Background: an optimization exercise with open tools, aiming at small area. Do not read the settings as production practice.
Only simulation tests tie the RTL to the original design; equivalence was not proved.
The clock port is modelled as an ideal driver, which makes a skipped or thinned clock tree look cheaper than it is; a real chip needs a root buffer or a tree.
Power figures rest on the tool's default switching activity, not on a simulated workload.

## old
// twi_engine
module twi_engine (
    input  wire       clk,
    input  wire       rst,
    input  wire       cmd_valid,
    input  wire [7:0] cmd_data,
    output wire       cmd_ready,
    output wire       rsp_valid,
    output reg  [7:0] rsp_data,
    input  wire       rsp_ready,
    output reg        scl_oe,
    output reg        sda_oe,
    input  wire       sda_i
);
    localparam [3:0] O_TWINIT   = 4'b0000;
    localparam [3:0] O_START    = 4'b0001;
    localparam [3:0] O_WRITE    = 4'b0010;
    localparam [3:0] O_READ     = 4'b0011;
    localparam [3:0] O_STOP     = 4'b0110;
    localparam [3:0] O_WRREG    = 4'b0100;
    localparam [3:0] O_RDREG    = 4'b0101;
    localparam [3:0] O_EERD     = 4'b1000;
    localparam [3:0] O_EEWR     = 4'b1001;
    localparam [3:0] O_EEGETCUR = 4'b1010;
    localparam [3:0] O_EESETCUR = 4'b1011;
    localparam [3:0] O_TOBCD    = 4'b1100;
    localparam [3:0] O_FROMBCD  = 4'b1101;
    localparam [3:0] F_END  = 4'b0000;
    localparam [3:0] F_DIV  = 4'b0001;    
    localparam [3:0] F_ELO  = 4'b0010;    
    localparam [3:0] F_EHI  = 4'b0011;    
    localparam [3:0] F_S1   = 4'b0100;    
    localparam [3:0] F_S2   = 4'b0101;    
    localparam [3:0] F_P    = 4'b0110;    
    localparam [3:0] F_WD   = 4'b1000;    
    localparam [3:0] F_RD   = 4'b1001;    
    localparam [3:0] F_W0   = 4'b1010;    
    localparam [3:0] F_WR   = 4'b1011;    
    localparam [3:0] F_SLAW = 4'b1100;    
    localparam [3:0] F_SLAR = 4'b1101;    
    localparam [2:0] C_OPC   = 3'b100;
    localparam [2:0] C_ARG   = 3'b101;
    localparam [2:0] C_ISSUE = 3'b000;
    localparam [2:0] C_WAIT  = 3'b001;
    localparam [2:0] C_RSP   = 3'b010;
    function [15:0] radd;    
        input [15:0] a;
        input [15:0] b;
        input        cin;
        integer i;
        reg c;
        begin
            c = cin;
            for (i = 0; i < 16; i = i + 1) begin
                radd[i] = a[i] ^ b[i] ^ c;
                c = (a[i] & b[i]) | (c & (a[i] ^ b[i]));
            end
        end
    endfunction
    function [15:0] rinc;    
        input [15:0] a;
        integer i;
        reg c;
        begin
            c = 1'b1;
            for (i = 0; i < 16; i = i + 1) begin
                rinc[i] = a[i] ^ c;
                c = a[i] & c;
            end
        end
    endfunction
  ...
export LEC_CHECK = 0
export ABC_AREA = 1
export CAP_MARGIN = 20
export CORE_MARGIN = 2
export CORE_UTILIZATION = 40
export CTS_BUF_LIST = sky130_fd_sc_hd__clkbuf_8
export PLACE_DENSITY = 0.6
export SLEW_MARGIN = 20
create_clock -name core_clock -period 10.0 [get_ports {clk}]
standard.sh (not shown) runs the stock make flow with config.mk's settings and CLKGATE_MAP_FILE= SYNTH_SCRIPT=/design/flow/synth_recipe.tcl, a recipe that flattens the netlist after the stock synthesis.
==> flow/flow/run.sh <==
#!/bin/bash
# The standard layout with these changes to how it is made:
#  * the port buffers are the smallest buffer cell.
#  * the clock tree is one level of four buffers (flow/cts_tree.tcl).
set -e
here=$(pwd)
rm -rf "$here/scripts"
cp -r "$FLOW_HOME/scripts" "$here/scripts"
cp "$here/flow/abc_area.script" "$here/scripts/abc_area.script"
export SCRIPTS_DIR="$here/scripts"
export BUFFER_PORTS_ARGS="-buffer_cell sky130_fd_sc_hd__buf_1"
export PRE_CTS_TCL="$here/flow/cts_tree.tcl"
bash standard.sh ADDER_MAP_FILE= finish > standard.log 2>&1
==> flow/flow/abc_area.script <==
strash
balance
rewrite
refactor
balance
rewrite -z
refactor -z
rewrite -z
balance
dch -f
map -a
strash
dch -f
map -a
==> flow/flow/cts_tree.tcl <==
proc clock_tree_synthesis { args } {
  set master_name sky130_fd_sc_hd__buf_12
  set nx 2
  set ny 2
  set db [ord::get_db]
  set block [ord::get_db_block]
  set clknet [$block findNet clk]
  set master [$db findMaster $master_name]
  set sinks {}
  foreach iterm [$clknet getITerms] {
    set bb [[$iterm getInst] getBBox]
    set x [expr {([$bb xMin] + [$bb xMax]) / 2}]
    set y [expr {([$bb yMin] + [$bb yMax]) / 2}]
    lappend sinks [list $iterm $x $y]
  }
  set sorted [lsort -integer -index 1 $sinks]
  set n [llength $sorted]
  set groups {}
  for {set i 0} {$i < $nx} {incr i} {
    set col [lrange $sorted [expr {$i * $n / $nx}] [expr {($i + 1) * $n / $nx - 1}]]
    set col [lsort -integer -index 2 $col]
    set m [llength $col]
    for {set j 0} {$j < $ny} {incr j} {
      lappend groups [lrange $col [expr {$j * $m / $ny}] [expr {($j + 1) * $m / $ny - 1}]]
    }
  }
  set k 0
  foreach g $groups {
    set inst [odb::dbInst_create $block $master clkbuf_leaf_$k]
    set net [odb::dbNet_create $block clknet_leaf_$k]
    $net setSigType CLOCK
    set sx 0
    set sy 0
    foreach s $g {
      set it [lindex $s 0]
      $it disconnect
      $it connect $net
      set sx [expr {$sx + [lindex $s 1]}]
      set sy [expr {$sy + [lindex $s 2]}]
    }
    [$inst findITerm A] connect $clknet
    [$inst findITerm X] connect $net
    $inst setLocation [expr {$sx / [llength $g]}] [expr {$sy / [llength $g]}]
    $inst setPlacementStatus PLACED
    puts "clock buffer $k ($master_name): [llength $g] registers"
    incr k
  }
  $clknet setSigType CLOCK
  set_propagated_clock [all_clocks]
}
Having completed the whole flow, old delivered a layout that passed the timing, design-rule and antenna checks.
Inputs modified between old and new:
- CAP_MARGIN now 0, was 20
- CTS_BUF_LIST no longer set, was sky130_fd_sc_hd__clkbuf_8
- SLEW_MARGIN now 0, was 20
--- outcome ---
new completed; timing, DRC and antenna clean. There was hardly any difference in sequential share of layout area between new and old. On final critical-path share of the clock period, new and old are neck and neck. There was hardly any difference in cell count along the critical path between new and old. Re number of buffers inserted by port buffering: no difference whatsoever between new and old. Between new and old, the storage element area does not differ in any meaningful way. Part of the total power dissipated in the clock network in new is 0.2 points higher than in old. Worst setup margin was lower in the run labelled old. Between old and new, the flow reports total detailed-routing wirelength increasing slightly. Delta (new minus old): worst voltage drop across the vdd grid grew by about 0.4%; number of fillers in the final layout grew by about 1.8%; finished layout cell area held steady.
No run of this note takes its clock network from TritonCTS; it comes from the design's own scripts or RTL.

[port drivers added, routing unchanged]
In the flow no input, the clock included, has a driving cell. The finished layouts below were timed again as built, in two steps.
Step 1 (the two cells are an assumption about what drives the block):
set clk [get_ports {clk}]
set_driving_cell -lib_cell sky130_fd_sc_hd__clkbuf_16 $clk
set_driving_cell -lib_cell sky130_fd_sc_hd__buf_2 [delete_from_list [all_inputs] $clk]
Step 2, shift: input delay + t, output delay - t, t = (earliest + latest rising clock arrival at the registers) / 2. This alone moves slack from input paths to output paths.
Slacks: ideal / step 1 / step 2; pairs: ideal / step 1.
| run | t (ns) | setup slack, ns | worst setup path after step 2 | worst slew at a driven data input, ns | cell pins on the clock port's net |
|---|---|---|---|---|---|
| old | 0.212 | 4.045 / 4.045 / 4.045 | register to register | 0.03 | 4 |
| new | 0.215 | 4.049 / 4.049 / 4.049 | register to register | 0.03 | 4 |
After both steps setup and hold are still met in every run listed.
